This is an optimization exercise on Yosys and OpenROAD, whose aim is small area, a short achievable clock period and few clock cycles, not a production implementation.
The RTL was checked by simulation tests, not by an equivalence proof against the original design.
Power figures rest on the tool's default switching activity, not on a simulated workload.

--- flow/config.mk ---
export PLATFORM = sky130hd
export DESIGN_NAME = lzw_encoder
export DESIGN_NICKNAME = lzw_encoder
export VERILOG_FILES = /design/flow/design.v
export SDC_FILE = /design/flow/constraint.sdc
export NUM_CORES = 4
export LEC_CHECK = 0
export CAP_MARGIN = 20
export CORE_MARGIN = 2
export CORE_UTILIZATION = 40
export SLEW_MARGIN = 20
--- flow/constraint.sdc ---
create_clock -name core_clock -period 10.0 [get_ports {clk}]
set_input_delay 2.0000 -clock core_clock [delete_from_list [all_inputs] [get_ports {clk}]]
set_output_delay 2.0000 -clock core_clock [all_outputs]
set_load 0.01 [all_outputs]
--- flow/design.v ---
module lzw_encoder (
    input  wire       clk,
    input  wire       rst,
    input  wire       in_valid,
    output wire       in_ready,
    input  wire [7:0] in_data,
    input  wire       in_last,
    output wire       out_valid,
    input  wire       out_ready,
    output wire [7:0] out_data,
    output wire       out_last,
    output reg        done,
    output reg        err,
    output reg  [8:0] tok_count,
    output reg  [9:0] next_code
);
    localparam DICT_CAP = 384;
    localparam NENT     = DICT_CAP - 256;    
    localparam S_IN    = 3'd0;   
    localparam S_EMIT  = 3'd1;   
    localparam S_FINAL = 3'd2;   
    localparam S_DRAIN = 3'd3;   
    localparam S_DONE  = 3'd4;   
    reg [2:0] state;
    reg [8:0] dict_pfx [0:NENT-1];
    reg [7:0] dict_byt [0:NENT-1];
    reg       have_cur;      
    reg [8:0] cur;           
    reg [7:0] ebuf [0:3];
    reg [2:0] elen;          
    reg [2:0] eidx;          
    reg       elast;         
    reg [1:0] eafter;        
    localparam A_IN    = 2'd0;
    localparam A_FINAL = 2'd1;
    localparam A_DRAIN = 2'd2;
    localparam A_DONE  = 2'd3;
    reg       hit;
    reg [8:0] hit_code;
    integer   i;
    always @(*) begin
        hit      = 1'b0;
        hit_code = 9'd0;
        for (i = 0; i < NENT; i = i + 1) begin
            if ((i < next_code - 10'd256) &&
                dict_pfx[i] == cur && dict_byt[i] == in_data) begin
                hit      = 1'b1;
                hit_code = hit_code | (9'd256 + i[8:0]);
            end
        end
    end
    reg [31:0] txt;      
    reg [2:0]  txt_len;
    reg [3:0]  d2, d1, d0;
    always @(*) begin
        d2      = cur / 100;
        d1      = (cur / 10) % 10;
        d0      = cur % 10;
        txt     = 32'd0;
        txt_len = 3'd0;
        if (tok_count != 9'd0) begin
            txt = {txt[23:0], 8'h2C}; txt_len = txt_len + 3'd1;
        end
        if (cur >= 9'd100) begin
            txt = {txt[23:0], 4'h3, d2}; txt_len = txt_len + 3'd1;
        end
        if (cur >= 9'd10) begin
            txt = {txt[23:0], 4'h3, d1}; txt_len = txt_len + 3'd1;
        end
        txt = {txt[23:0], 4'h3, d0}; txt_len = txt_len + 3'd1;
        txt = txt << (8 * (3'd4 - txt_len));
    end
    wire in_fire  = in_valid && in_ready;
    wire out_fire = out_valid && out_ready;
    assign in_ready  = (state == S_IN) || (state == S_DRAIN);
    assign out_valid = (state == S_EMIT);
    assign out_data  = ebuf[eidx[1:0]];
    assign out_last  = elast && (eidx == elen - 3'd1);
    always @(posedge clk) begin
        done <= 1'b0;
        if (rst) begin
            state     <= S_IN;
            have_cur  <= 1'b0;
            cur       <= 9'd0;
            next_code <= 10'd256;
            tok_count <= 9'd0;
            err       <= 1'b0;
            elen      <= 3'd0;
            eidx      <= 3'd0;
            elast     <= 1'b0;
            eafter    <= A_IN;
        end else begin
            case (state)
            S_IN: if (in_fire) begin
                if (!have_cur) begin
                    have_cur  <= 1'b1;
                    cur       <= {1'b0, in_data};
                    err       <= 1'b0;
                    tok_count <= 9'd0;
                    next_code <= 10'd256;
                    if (in_last) state <= S_FINAL;
                end else if (hit) begin
                    cur <= hit_code;
                    if (in_last) state <= S_FINAL;
                end else begin
                    elen      <= txt_len;
                    ebuf[0]   <= txt[31:24];
                    ebuf[1]   <= txt[23:16];
                    ebuf[2]   <= txt[15:8];
                    ebuf[3]   <= txt[7:0];
                    eidx      <= 3'd0;
                    tok_count <= tok_count + 9'd1;
                    state     <= S_EMIT;
                    if (next_code == DICT_CAP) begin
                        err    <= 1'b1;
                        elast  <= 1'b1;
                        eafter <= in_last ? A_DONE : A_DRAIN;
                    end else begin
                        dict_pfx[next_code - 10'd256] <= cur;
                        dict_byt[next_code - 10'd256] <= in_data;
                        next_code <= next_code + 10'd1;
                        cur       <= {1'b0, in_data};
                        elast     <= 1'b0;
                        eafter    <= in_last ? A_FINAL : A_IN;
                    end
                end
            end
            S_FINAL: begin
                elen      <= txt_len;
                ebuf[0]   <= txt[31:24];
                ebuf[1]   <= txt[23:16];
                ebuf[2]   <= txt[15:8];
                ebuf[3]   <= txt[7:0];
                eidx      <= 3'd0;
                elast     <= 1'b1;
                eafter    <= A_DONE;
                tok_count <= tok_count + 9'd1;
                state     <= S_EMIT;
            end
            S_EMIT: if (out_fire) begin
                if (eidx == elen - 3'd1) begin
                    case (eafter)
                    A_IN:    state <= S_IN;
                    A_FINAL: state <= S_FINAL;
                    A_DRAIN: state <= S_DRAIN;
                    default: state <= S_DONE;
                    endcase
                end else begin
                    eidx <= eidx + 3'd1;
                end
            end
            S_DRAIN: if (in_fire && in_last) begin
                state <= S_DONE;
            end
            default: begin   
                done     <= 1'b1;
                have_cur <= 1'b0;
                state    <= S_IN;
            end
            endcase
        end
    end
endmodule
--- flow/run.sh ---
#!/bin/bash
# synth_recipe.tcl (not shown) runs the flow's synth.tcl, then flattens the netlist and writes it again
# the make line also repeats each setting of config.mk as NAME=value (left out here)
make -C /OpenROAD-flow-scripts/flow DESIGN_CONFIG=/design/flow/config.mk WORK_HOME=/design/flow/orfs CLKGATE_MAP_FILE= SYNTH_SCRIPT=/design/flow/synth_recipe.tcl finish
==> notes.md <==
[flip-flops by register name, summed over array words and instances (netlist names)]
name       flops
ebuf          23
eafter         2
eidx           3
dict_byt    1024
elen           3
cur            9
err            1
done           1
dict_pfx    1152
have_cur       1
next_code     10
tok_count      9
state          3
[power groups by stage]
stage / Sequential, W / Clock, W / Combinational [W]
floorplan: 0.0107 / 0 / 0.00121
global placement: 0.0106 / 0 / 0.00178
detailed placement: 0.0107 / 0 / 0.00180
CTS: 0.0105 / 0.00831 / 0.00181
global route: 0.0104 / 0.00866 / 0.00196
finish: 0.0105 / 0.00816 / 0.00181
[cells in the final DEF (no fill, tap or decap), drive strengths merged, types with 24 or more instances in the layout]
cell and count:
nor2 259, ha 24, edfxtp 2199, nand2 125
clkinv 125, a21oi 62, a2111oi 40, inv 59
nand4 312, o21ai 105, xnor2 1205, nor3 135
clkdlybuf4s50 34, clkbuf 272, buf 338, xor2 992
dfxtp 42, nand3 121, nor4 235
[kinds of logic (layout without fill, tap and decap cells)]
kind of cell / Yosys count / in the layout
other: 1 / 5
muxes: 20 / 20
AOI/OAI and AO/OA: 384 / 384
xor gates and xnor gates: 2197 / 2197
buffers and inverters: 390 / 846
DFF: 2241 / 2241
adders and majority gates: 27 / 27
and+or+nand+nor: 1336 / 1336
[worst reg2reg max path, stage by stage (launching register included)]
cell       delay (ps)
dfxtp_1           510
inv_1             240
ha_1              380
nand2b_1          750
nand2b_1          590
o2111ai_1         900
o21ai_0           460
nor4_1            530
and4_1            290
nand4_1           170
or3_1             380
buf_4             200
nor4_2            450
nand2_1           820
buf_4             490
nor2_1            320
buf_4             330
[layout make-up]
type                       instances  area (sq um)  share of cell area
tap                             3220          4030              0.0361
multi-input combinational       3966         30000               0.268
clock inverter                   146          1200              0.0108
sequential                      2241         66900               0.599
clock buffer                     272          5890              0.0527
antenna                            3          7.51           0.0000672
timing repair buffer             373          3540              0.0316
inverter                          55           206             0.00185
[routing by layer]
metal,GRT usage,vias to the layer above,part of all wire
met5,0,-,0.000048
met4,0.0623,2,0.029
met3,0.0307,364,0.061
met2,0.336,1843,0.46
met1,0.301,28800,0.45
li1,-,24700,-
[worst max path at each step]
stage	startpoint	end	slack [ps]	cells past startpoint
2_1_floorplan	cur[2]$_SDFFE_PP0P_	ebuf[1][0]$_SDFFCE_PP0P_	3370	21
3_3_place_gp	in_data[5]	dict_pfx[57][4]$_DFFE_PP_	1490	15
3_5_place_dp	in_data[6]	dict_byt[123][3]$_DFFE_PP_	1580	17
4_1_cts	next_code[8]$_SDFFE_PP1P_	dict_byt[19][4]$_DFFE_PP_	2030	15
5_1_grt	next_code[1]$_SDFFE_PP0P_	dict_byt[19][4]$_DFFE_PP_	1780	16
6_report	next_code[1]$_SDFFE_PP0P_	dict_pfx[19][8]$_DFFE_PP_	1840	16
[through the flow]
stage / worst slack, ps / total power (W) / cell area, sq um / hold slack (ps)
6_report: 1840 / 0.0204 / 112000 / 482
5_1_grt: 1780 / 0.0211 / 112000 / 532
4_1_cts: 2030 / 0.0206 / 112000 / 484
3_5_place_dp: 1580 / 0.0125 / 105000 / 468
3_3_place_gp: 1490 / 0.0124 / 105000 / 455
2_1_floorplan: 3370 / 0.0119 / 99000 / 455
==> results.yml <==
run_status:
  status: "timing/DRC/antenna clean"
placed_design:
  dp_hpwl_mm: 165
  gp_congestion: 0.893
  post-place-cells: 9855
  io_buffers: 42
clocking:
  insertion_delay_ps: 910
  clkSinkCount: 2241
  cts_max_level: 4
  cts_tree: "done"
  path_clk_slew_ps: 60
  cts_buffer_depth: 3
  cts-root-buf: "clkbuf_16"
  postCtsHoldBufs: 0
  numCtsBuffers: 227
  post_cts_buffers: 0
  cts_resized: 0
routing:
  vias: 55700
  drcViolationCount: 0
  routed_wl_mm: 269
  drt_iter0_drc: 5924
  antenna_left: 0
  wl_per_cell_um: 26.2
  first_pass_iters: 6
  routed_via_density: 5.42
timing:
  fmax_mhz: 123
  fin_worst_skew_ps: 84.0
  tightest_slew_ps: 1280
  drv_slew: 0
  fin_tns_setup_ps: 0
  final.min_clock_period_ps: 8160
  setup_viol: 0
  slew_headroom: 0.135
  fin_crit_sh: 0.816
  hold_viol: 0
  rsz0062_at_grt: "no"
logic_synthesis:
  synth_top_area_frac: 0.667
  yosysMostFrequentCell: "edfxtp_1"
  yosysSeqAreaShare: 0.676
  ys_ff_latch: 2241
  synth_top_family_by_area: "XOR/XNOR gates"
  synthArstFlopShare: 0
  synth-xor-area-share: 0.194
  yosys.area_share.simple: 0.0738
  avgSynthCellArea_sq_um: 15.0
  yosys.area.top_type: "edfxtp_1"
  synth_fa_ha_area_frac: 0.00346
  synth-compound-area-share: 0.0278
  ys.flop_type: "edfxtp_1"
  ys_warn_count: 2
  synth_area_leaders: "edfxtp_1, xnor2_1, xor2_1, nand4_1, nor4_1"
  syn_inst: 6596
  muxShareOfSynthArea: 0.00207
  yosysUniqueCellTypes: 108
  synth_edf_count: 2199
  synth_common_cells: "edfxtp_1, xnor2_1, xor2_1, nand4_1, nor2_1"
  netlist_area_sq_mm: 0.0990
global_routing:
  grt_pass1_wl_mm: 390
  grt_usage: 0.212
  grt-ovfl-total: 0
  antenna_found_initial: 12
  grt_pass1_vias: 54600
  grt_max_degree: 98
power_and_ir_drop:
  p_per_area_mw_per_mm2: 183
  peakVddDrop_mv: 0.159
  p_leak_nw: 35.9
  power_frac_comb: 0.088
  p_int_w: 0.0155
  p_sw_w: 0.00488
  clkPwrFrac: 0.400
  p_seq_frac: 0.512
  switching_share: 0.239
min_path:
  hold_start: "err$_SDFFE_PP0P_"
  min_to: "err$_SDFFE_PP0P_"
  whs_path_depth: 2
  hp-class: "reg -> reg"
critical_path:
  reg2reg_slack_ps: 1840
  critPathSlowestCell: "o2111ai_1"
  path_class: "reg -> reg"
  critPathArrivalTime_ps: 8690
  end_kind: "register"
  timing.rr.start: "next_code[1]$_SDFFE_PP0P_"
  required_ps: 10530
  crit_family: "simple AND/OR/NAND/NOR gates"
  cp_max_fo: 17
  crit_path_cell_trace: "inv_1, ha_1, nand2b_1, nand2b_1, o2111ai_1, o21ai_0, nor4_1, and4_1, nand4_1, or3_1, buf_4, nor4_2, nand2_1, buf_4, nor2_1, buf_4"
  r2r-end: "dict_pfx[19][8]$_DFFE_PP_"
  crit_buf_inv: 4
  slowest_delay_ps: 890
  worst_setup_path_start_kind: "register"
  crit_path_frequent_cell: "buf_4"
  rr_worst_depth: 16
floorplanning:
  fp.dieW_um: 501
  ioPinCount: 45
  die_area_sq_mm: 0.251
  start_util: 0.402
  num_rows: 182
  core-area_sq_mm: 0.246
  die_h_um: 501
cells_and_area:
  syn2layout_area_growth_pct: 12.9
  stdcell_count: 10300
  fillers: 21500
  nNetsFinal: 6902
  post-route-util: 0.454
  drive_above_1_share: 0.103
run:
  cap_violations: 0
Testbench counts, summed over its fixed seeds: cycles 208,212.

## what the ideal ports hide
Ports are ideal in the flow. The routed layout listed here was re-timed in OpenROAD.
Step 1, drivers: a clkbuf_16 drives clk and a buf_2 each remaining input, both assumed.
Step 2 adds t to the input delays and takes it off the output delays; t is the mean of the earliest and latest rising clock arrival at the registers after step 1. Input paths then give back, and output paths get back, about the clock's delay inside the block.
Slacks: ideal ports / drivers / drivers and shift; pairs: ideal ports / drivers.
t (ns): 0.955
slack for setup (ns): 1.837 / 1.837 / 1.321
worst hold slack (ns): 0.482 / 0.482 / 0.482
clock arrival spread, ns: 0.084 / 0.084
slew at the worst register clock pin (ns): 0.07 / 0.07
After both steps this run still meets setup and hold. The setup slack of this run moves by 0.000 ns with the drivers and by -0.516 ns with both steps.
